What follows belongs to an exercise in optimizing a design on an open flow for small area and a short achievable clock period; a production flow would make more cautious choices.
In this exercise RTL edits were held to simulation tests only and were not proved equivalent to the original.
No activity file was given, so power comes from the tool's default toggle rates.

### config.mk
export PLATFORM = sky130hd
export DESIGN_NAME = fedordesk_engine
export DESIGN_NICKNAME = fedordesk_engine
export VERILOG_FILES = /design/flow/design.v
export SDC_FILE = /design/flow/constraint.sdc
export NUM_CORES = 4
export LEC_CHECK = 0
export CAP_MARGIN = 20
export CORE_MARGIN = 2
export CORE_UTILIZATION = 40
export SLEW_MARGIN = 20
### constraint.sdc
create_clock -name core_clock -period 15.0 [get_ports {clk}]
set_input_delay 3.0000 -clock core_clock [delete_from_list [all_inputs] [get_ports {clk}]]
set_output_delay 3.0000 -clock core_clock [all_outputs]
set_load 0.01 [all_outputs]
### design.v
module pcm_rom (
    input  wire [7:0] idx,
    input  wire [7:0] cur,
    output wire [7:0] nxt
);
    reg [2:0] mag;
    wire [5:0] q = idx[5:0] ^ {6{idx[6]}};
    always @(*) begin
        case (q)
            6'd0: mag = 3'd3;
            6'd1: mag = 3'd3;
            6'd2: mag = 3'd3;
            6'd3: mag = 3'd3;
            6'd4: mag = 3'd4;
            6'd5: mag = 3'd3;
            6'd6: mag = 3'd3;
            6'd7: mag = 3'd3;
            6'd8: mag = 3'd3;
            6'd9: mag = 3'd3;
            6'd10: mag = 3'd3;
            6'd11: mag = 3'd3;
            6'd12: mag = 3'd3;
            6'd13: mag = 3'd3;
            6'd14: mag = 3'd3;
            6'd15: mag = 3'd3;
            6'd16: mag = 3'd2;
            6'd17: mag = 3'd3;
            6'd18: mag = 3'd3;
            6'd19: mag = 3'd3;
            6'd20: mag = 3'd3;
            6'd21: mag = 3'd2;
            6'd22: mag = 3'd3;
            6'd23: mag = 3'd3;
            6'd24: mag = 3'd2;
            6'd25: mag = 3'd3;
            6'd26: mag = 3'd2;
            6'd27: mag = 3'd3;
            6'd28: mag = 3'd2;
            6'd29: mag = 3'd2;
            6'd30: mag = 3'd3;
            6'd31: mag = 3'd2;
            6'd32: mag = 3'd2;
            6'd33: mag = 3'd2;
            6'd34: mag = 3'd2;
            6'd35: mag = 3'd2;
            6'd36: mag = 3'd2;
            6'd37: mag = 3'd2;
            6'd38: mag = 3'd2;
            6'd39: mag = 3'd2;
            6'd40: mag = 3'd1;
            6'd41: mag = 3'd2;
            6'd42: mag = 3'd2;
            6'd43: mag = 3'd1;
            6'd44: mag = 3'd1;
            6'd45: mag = 3'd2;
            6'd46: mag = 3'd1;
            6'd47: mag = 3'd1;
            6'd48: mag = 3'd1;
            6'd49: mag = 3'd2;
            6'd50: mag = 3'd1;
            6'd51: mag = 3'd1;
            6'd52: mag = 3'd0;
            6'd53: mag = 3'd1;
            6'd54: mag = 3'd1;
            6'd55: mag = 3'd1;
            6'd56: mag = 3'd0;
            6'd57: mag = 3'd1;
            6'd58: mag = 3'd0;
            6'd59: mag = 3'd0;
            6'd60: mag = 3'd1;
            6'd61: mag = 3'd0;
            6'd62: mag = 3'd0;
            6'd63: mag = 3'd0;
        endcase
    end
    wire       neg  = idx[7] ^ idx[6];
    wire [7:0] step = neg ? -{5'd0, mag} : {5'd0, mag};
    assign nxt = (cur == 8'd0) ? 8'h80 : cur + step;
endmodule
module pattern_gen (
    input  wire       act_valid,
    input  wire [1:0] act_btn,
    input  wire       nz_in,
    input  wire [1:0] x_in,
    input  wire [1:0] y_in,
    output reg        nz_out,
    output reg  [1:0] x_out,
    output reg  [1:0] y_out
);
    wire last = (act_btn == 2'd0) ? (x_in == 2'd1 && y_in == 2'd1)
                                  : (y_in == 2'd0);
    always @(*) begin
        nz_out = nz_in;
        x_out  = x_in;
        y_out  = y_in;
        if (act_valid) begin
            if (!nz_in) begin
                nz_out = 1'b1;
                x_out  = 2'd0;
                y_out  = (act_btn == 2'd0) ? 2'd0 : 2'd2;
            end else begin
                nz_out = !last;
                x_out  = x_in - 2'd1;
                y_out  = (y_in == 2'd0) ? 2'd2 : y_in - 2'd1;
            end
        end
    end
endmodule
module duty_mux (
    input  wire [1:0]  act_btn,
    input  wire        pat_nz,
    input  wire [1:0]  pat_x,
    input  wire [1:0]  pat_y,
    input  wire [1:0]  cur_x,
    input  wire [1:0]  cur_y,
    output reg  [11:0] led,
    output reg  [2:0]  gnd,
    output reg  [1:0]  cx_nxt,
    output reg  [1:0]  cy_nxt
);
    reg [11:0] window;
    always @(*) begin
        case ({cur_x, cur_y})
            4'b00_00: window = 12'h03F;   
            4'b01_01: window = 12'h07E;   
            4'b10_10: window = 12'h0FC;   
            4'b11_00: window = 12'h1F8;   
            4'b00_01: window = 12'h3F0;   
            4'b01_10: window = 12'h7E0;   
            4'b10_00: window = 12'hFC0;   
            4'b11_01: window = 12'hF81;   
            4'b00_10: window = 12'hF03;   
            4'b01_00: window = 12'hE07;   
            4'b10_01: window = 12'hC0F;   
            4'b11_10: window = 12'h81F;   
            default:  window = 12'h000;
        endcase
    end
    reg [1:0] want, back;
    integer   i;
    always @(*) begin
        led    = 12'h000;
        gnd    = 3'b000;
        cx_nxt = cur_x;
        cy_nxt = cur_y;
        want   = (pat_y == 2'd2) ? 2'd0 : pat_y + 2'd1;
        back   = 2'd0;
        if (pat_nz) begin
            case (act_btn)
                2'd0: begin
                    for (i = 0; i < 12; i = i + 1)
                        led[i] = (pat_x == (i + 1) % 4) && (pat_y == (i + 1) % 3);
                    gnd    = 3'b001;
                    cx_nxt = pat_x;
                    cy_nxt = pat_y;
                end
                2'd1: begin
                    for (i = 0; i < 12; i = i + 1)
                        led[i] = (pat_y == i % 3);
                    gnd    = 3'b010;
                    back   = (cur_y >= want) ? cur_y - want : cur_y + 2'd3 - want;
                    cx_nxt = cur_x - back;
                    cy_nxt = want;
                end
                default: begin
                    led    = window;
                    gnd    = 3'b001 << pat_y;
                    cx_nxt = cur_x ^ 2'b10;
                end
            endcase
        end
    end
endmodule
module fedordesk_engine (
    input  wire        clk,
    input  wire        rst,
    input  wire        hr_tick,
    input  wire        log_tick,
    input  wire [2:0]  btn,
    output reg  [11:0] led,
    output reg  [2:0]  gnd,
    output reg  [7:0]  tone
);
    reg [15:0] elapsed;
    reg [2:0]  tick_lo;
    reg        act_valid;
    reg [1:0]  act_btn;
    reg [1:0]  speed;
    reg        pat_nz;
    reg [1:0]  pat_x;
    reg [1:0]  pat_y;
    reg [1:0]  cur_x;
    reg [1:0]  cur_y;
    reg [7:0]  aidx;
    wire [7:0] tone_nxt;
    pcm_rom u_pcm (
        .idx (aidx),
        .cur (tone),
        .nxt (tone_nxt)
    );
    wire [11:0] mux_led;
    wire [2:0]  mux_gnd;
    wire [1:0]  mux_cx, mux_cy;
    duty_mux u_mux (
        .act_btn (act_btn),
        .pat_nz  (pat_nz),
        .pat_x   (pat_x),
        .pat_y   (pat_y),
        .cur_x   (cur_x),
        .cur_y   (cur_y),
        .led     (mux_led),
        .gnd     (mux_gnd),
        .cx_nxt  (mux_cx),
        .cy_nxt  (mux_cy)
    );
    reg eligible;
    always @(*) begin
        case (speed)
            2'd0:    eligible = tick_lo[0];
            2'd1:    eligible = &tick_lo[1:0];
            default: eligible = &tick_lo;
        endcase
    end
    wire       pg_nz;
    wire [1:0] pg_x, pg_y;
    pattern_gen u_pg (
        .act_valid (act_valid),
        .act_btn   (act_btn),
        .nz_in     (pat_nz),
        .x_in      (pat_x),
        .y_in      (pat_y),
        .nz_out    (pg_nz),
        .x_out     (pg_x),
        .y_out     (pg_y)
    );
    wire frame = log_tick && eligible;
    wire ge5 = (elapsed >= 16'd5);
    wire ge4 = (elapsed >= 16'd4) && (elapsed != 16'hFFFF);
    wire window_ok = log_tick ? ge4 : ge5;
    wire press = window_ok && (|btn);
    reg [1:0] press_btn;
    always @(*) begin
        if (btn[0])      press_btn = 2'd0;
        else if (btn[1]) press_btn = 2'd1;
        else             press_btn = 2'd2;
    end
    wire same_btn = act_valid && (act_btn == press_btn);
    always @(posedge clk) begin
        if (rst) begin
            elapsed   <= 16'd0;
            tick_lo   <= 3'd0;
            act_valid <= 1'b0;
            act_btn   <= 2'd0;
            speed     <= 2'd0;
            pat_nz    <= 1'b0;
            pat_x     <= 2'd0;
            pat_y     <= 2'd0;
            cur_x     <= 2'd0;
            cur_y     <= 2'd0;
            aidx      <= 8'hFF;
            led       <= 12'h000;
            gnd       <= 3'b000;
            tone      <= 8'h00;
        end else begin
            if (hr_tick) begin
                tone  <= tone_nxt;
                aidx  <= aidx + 1'b1;
                led   <= mux_led;
                gnd   <= mux_gnd;
                cur_x <= mux_cx;
                cur_y <= mux_cy;
            end
            if (log_tick)
                tick_lo <= tick_lo + 1'b1;
            if (frame) begin
                pat_nz <= pg_nz;
                pat_x  <= pg_x;
                pat_y  <= pg_y;
            end
            if (press) begin
                elapsed <= 16'd0;
                if (same_btn && speed != 2'd2) begin
                    speed <= speed + 1'b1;
                end else begin
                    pat_nz <= 1'b0;
                    speed  <= 2'd0;
                    if (same_btn) begin
                        act_valid <= 1'b0;
                        act_btn   <= 2'd0;
                    end else begin
                        act_valid <= 1'b1;
                        act_btn   <= press_btn;
                    end
                end
            end else if (log_tick) begin
                elapsed <= elapsed + 1'b1;
            end
        end
    end
endmodule
### run.sh
#!/bin/bash
# synth_recipe.tcl (not shown) runs the flow's synth.tcl, then flattens the netlist and writes it again
# the make line also repeats each setting of config.mk as NAME=value (left out here)
make -C /OpenROAD-flow-scripts/flow DESIGN_CONFIG=/design/flow/config.mk WORK_HOME=/design/flow/orfs CLKGATE_MAP_FILE= SYNTH_SCRIPT=/design/flow/synth_recipe.tcl finish
==> results.txt <==
[metrics by stage]
step	setup slack (ns)	util [%]
2_1_floorplan	10.67	-
5_1_grt	9.694	46.63
4_1_cts	9.908	46.63
6_report	9.911	46.63
3_5_place_dp	9.560	44.51
3_3_place_gp	9.644	44.51
[Yosys cell counts (3+ instances only)]
master	count	share of area (%)
sky130_fd_sc_hd__nor2b_1	9	1.3
sky130_fd_sc_hd__o21ai_0	21	2.4
sky130_fd_sc_hd__mux2i_1	12	2.8
sky130_fd_sc_hd__and3_1	9	1.3
sky130_fd_sc_hd__xor2_1	15	3.1
sky130_fd_sc_hd__nand2_1	59	5.1
sky130_fd_sc_hd__clkbuf_1	13	1.1
sky130_fd_sc_hd__ha_1	37	11
sky130_fd_sc_hd__buf_6	4	1.0
sky130_fd_sc_hd__a221oi_1	5	1.0
sky130_fd_sc_hd__inv_1	24	2.1
sky130_fd_sc_hd__a21oi_1	51	5.9
sky130_fd_sc_hd__nand4_1	12	1.7
sky130_fd_sc_hd__nor3_1	10	1.2
sky130_fd_sc_hd__xnor2_1	18	3.7
sky130_fd_sc_hd__nand3_1	15	1.7
sky130_fd_sc_hd__a21o_1	3	0.52
sky130_fd_sc_hd__nand3b_1	4	0.70
sky130_fd_sc_hd__dfxtp_1	64	30
sky130_fd_sc_hd__or3_1	4	0.58
sky130_fd_sc_hd__nand2b_1	18	2.6
sky130_fd_sc_hd__nor2_1	61	5.3
sky130_fd_sc_hd__o21bai_1	4	0.70
sky130_fd_sc_hd__a22oi_1	7	1.2
sky130_fd_sc_hd__a211oi_1	3	0.52
[kinds of logic (layout without fill, tap and decap cells)]
kind of cell               count (synthesis)  after routing  synth area share, %
and+or+nand+nor                          217            217                25.04
AOI/OAI and AO/OA                        118            118                17.65
DFF                                       64             64                29.78
buffers and inverters                     49             70                5.496
adders and majority gates                 41             41                12.18
xor gates and xnor gates                  33             33                6.717
muxes                                     13             13                3.140
[sequential cells by signal (all words and copies together), names as in the netlist]
| name | count |
|---|---|
| elapsed | 16 |
| pat_y | 2 |
| aidx | 8 |
| pat_x | 2 |
| led | 12 |
| gnd | 3 |
| speed | 2 |
| tick_lo | 3 |
| cur_y | 2 |
| pat_nz | 1 |
| act_btn | 2 |
| tone | 8 |
| cur_x | 2 |
| act_valid | 1 |
[where the power goes]
group | total (mW) | switching (mW) | internal [mW]
Clock | 0.163 | 0.0700 | 0.0934
Sequential | 0.201 | 0.0198 | 0.181
Combinational | 0.155 | 0.0814 | 0.0736
[final cells by class]
| class | count | area share [%] |
|---|---|---|
| multi-input cells | 422 | 57.59 |
| clock buffers | 9 | 2.561 |
| clock inverters | 7 | 1.992 |
| well taps | 136 | 3.519 |
| repair buffers | 29 | 5.899 |
| inverters | 25 | 1.940 |
| flip-flops and latches | 64 | 26.49 |
[final timing paths]
kind,start,endpoint,slack [ns],cells after the start
max,log_tick,elapsed[8]$_SDFFE_PP0P_,9.91,7
min,led[2]$_SDFFE_PP0P_,led[2]$_SDFFE_PP0P_,0.47,2
max reg2reg,aidx[6]$_SDFFE_PP1P_,tone[6]$_SDFFE_PP0P_,10.30,20
min reg2reg,led[2]$_SDFFE_PP0P_,led[2]$_SDFFE_PP0P_,0.47,2
[per-layer routing]
metal | wire (um) | vias to the layer above | part of all wire [%] | track usage (%)
met2 | 4259 | 39 | 46 | 27.31
met1 | 4689 | 1711 | 50 | 23.15
met5 | 0 | - | 0 | 0
li1 | - | 1889 | - | -
met3 | 233 | 8 | 2.5 | 3.450
met4 | 104 | 0 | 1.1 | 4.945
[worst min-delay path, stage by stage, from the launching register on]
cell and delay (ns):
sky130_fd_sc_hd__dfxtp_1 0.32, sky130_fd_sc_hd__nand2_1 0.06, sky130_fd_sc_hd__a21oi_1 0.05
[cell usage in the layout (no fill, tap or decap), types with 3 or more instances in the layout]
master / instances
sky130_fd_sc_hd__ha_1: 37
sky130_fd_sc_hd__a211oi_1: 3
sky130_fd_sc_hd__nand4_1: 12
sky130_fd_sc_hd__clkbuf_8: 9
sky130_fd_sc_hd__nand3b_1: 4
sky130_fd_sc_hd__nand2_1: 59
sky130_fd_sc_hd__a21oi_1: 51
sky130_fd_sc_hd__mux2i_1: 12
sky130_fd_sc_hd__or3_1: 4
sky130_fd_sc_hd__nor2_1: 61
sky130_fd_sc_hd__clkdlybuf4s50_1: 28
sky130_fd_sc_hd__inv_1: 24
sky130_fd_sc_hd__clkinvlp_4: 3
sky130_fd_sc_hd__a22oi_1: 7
sky130_fd_sc_hd__nor2b_1: 9
sky130_fd_sc_hd__nor3_1: 10
sky130_fd_sc_hd__dfxtp_1: 64
sky130_fd_sc_hd__and3_1: 9
sky130_fd_sc_hd__a21o_1: 3
sky130_fd_sc_hd__xnor2_1: 18
sky130_fd_sc_hd__nand2b_1: 18
sky130_fd_sc_hd__a221oi_1: 5
sky130_fd_sc_hd__nand3_1: 15
sky130_fd_sc_hd__o21bai_1: 4
sky130_fd_sc_hd__xor2_1: 15
sky130_fd_sc_hd__o21ai_0: 21
==> results.rst <==
.. list-table::
   :header-rows: 1

   * - Metric
     - Value
   * - Maximum operating frequency
     - 196.5 MHz
   * - Max-cap viol count
     - 0
   * - Slowest cell on the critical path
     - sky130_fd_sc_hd__clkdlybuf4s50_1
   * - Result of the run
     - finished clean
   * - Final-report hold violation count
     - 0
   * - Number of inserted diodes
     - 0
   * - Root buf cell
     - sky130_fd_sc_hd__clkbuf_8
   * - Vias per cell
     - 5.270
   * - Post-Syn Area per Cell
     - 8.043 um2
   * - Clock slew at reported path FFs
     - 0.08 ns
   * - Area occupied by multi-input gates
     - 0.002785 mm2
   * - GRT Overall Usage
     - 17.05%
   * - Synth Register Bits
     - 64
   * - Final antenna-violating net count
     - 0
   * - Count of nets after finishing
     - 597
   * - WL final
     - 9287 um
   * - # hold bufs at CTS
     - 0
   * - Reg area
     - 0.001281 mm2
   * - Htree depth
     - 3
   * - Detailed-route DRC error count
     - 0
   * - Final instance count without filler cells
     - 692
   * - IR Drop Worst-Case VDD
     - 0.05145 mV
   * - Flip-flop cell with the highest count after synthesis
     - sky130_fd_sc_hd__dfxtp_1
   * - Wire length per cell after detailed routing
     - 13.42 um
   * - Max stage delay on crit path
     - 0.76 ns
   * - Input/output buffers
     - 29
   * - Areal power density over the cells
     - 107.4 mW/mm2
   * - Final min period
     - 5.089 ns
   * - Row cnt
     - 37
   * - Area of the die
     - 0.01160 mm2
   * - Number of inserted filler cells in the final layout
     - 1038
   * - Setup Skew
     - 0.008771 ns
   * - Placed Cells incl. Taps
     - 676
   * - Type of the worst min-delay path
     - register to register
   * - Static power due to leakage
     - 1.849 nW
   * - Fraction of final layout cells with drive strength greater than 1
     - 5.576%
   * - Peak fanout along the critical path
     - 16
   * - Length of the first detailed-routing pass in iterations
     - 4
   * - Number of antenna violations at the first check in global routing
     - 0
   * - Fin area
     - 0.004836 mm2
   * - Area of placed instances
     - 0.004616 mm2
   * - Number of top-level pins
     - 30
   * - Worst Path Arrival
     - 5.36 ns
   * - Fin crit share
     - 33.93%
   * - Setup repair after global routing missed its margin
     - no
   * - Count of flip-flops with a built-in enable after synthesis
     - 0
   * - CP top delay family
     - simple AND/OR/NAND/NOR gates
   * - Die Y
     - 107.7 um
   * - Placeable core region
     - 0.01037 mm2
   * - Number of buffers created by CTS
     - 9
   * - Required time reported for the critical path endpoint
     - 15.27 ns
   * - Launching element type of the critical path
     - primary input
   * - CTS tree
     - done
   * - Final Slew Violations
     - 0
   * - Ys async rst share
     - 0%
   * - Total power
     - 0.5193 mW
   * - Gate count of the mapped netlist
     - 535
   * - Final Hold Slack
     - 0.4707 ns
   * - Cell chain of the critical path
     - clkdlybuf4s50_1 > nand4_1 > nor3_2 > and3_1 > or3_1 > nand2b_1 > nor2_1
   * - Largest net degree at the start of global routing
     - 50
   * - Kind of end point of the critical path
     - register
   * - Finish-stage setup viols
     - 0
   * - Synthesis-to-layout area growth
     - 12.39%
   * - Worst rel slew slack
     - 41.71%
   * - Placed wire-length estimate after detailed placement
     - 6793 um
   * - Critical path class
     - primary input to register
   * - Wire length of the first global-routing pass
     - 16090 um
   * - Syn Std Cell Area
     - 0.004303 mm2
   * - Total negative slack for setup checks
     - 0 ns
   * - Number of cells upsized or downsized after cts
     - 0
   * - Total via count after detailed routing
     - 3647
   * - Number of buffers between clock root and the deepest sink
     - 2
   * - Distinct cell type count after synthesis
     - 67
   * - Initial detailed-routing violation count
     - 196
   * - Vias in the first global route
     - 3467
   * - Worst-skew pair later-pin latency
     - 0.34 ns
   * - Congestion Overflow GR
     - 0
   * - Buffers inserted by post-CTS timing repair
     - 0
   * - Fraction of the yosys area taken by sequential cells
     - 29.78%
   * - Crit path buffers/inverters
     - 1
   * - Net count after synthesis
     - 581
   * - Placer Congestion
     - 0.8246
   * - Worst-Margin Slew
     - 0.8743 ns
   * - Clock Sinks
     - 64
   * - Warnings from Yosys
     - 4
   * - Initial Util
     - 41.49%
   * - Die span in x
     - 107.7 um

==> what the ideal ports hide <==
The results above use ideal ports. As a check the final layout listed here was re-extracted and re-timed, cells and wires unchanged. Step 1: set_driving_cell puts a clkbuf_16 on clk and a buf_2 on each other input, an assumption about the parent block. Step 2 adds t to the input delays and takes it off the output delays; t is the mean of the earliest and latest rising clock arrival at the registers after step 1. Input paths then give back, and output paths get back, about the clock's delay inside the block. Slacks: no drivers / after step 1 / after step 2; pairs: no drivers / after step 1.
t (ns): 0.372
setup WS [ns]: 9.911 / 9.923 / 9.551
hold WS [ns]: 0.471 / 0.471 / 0.471
worst setup path at the end: input to register
After both steps this run still meets setup and hold. For this run, drivers alone change the setup slack by +0.012 ns; drivers and shift together by -0.360 ns.
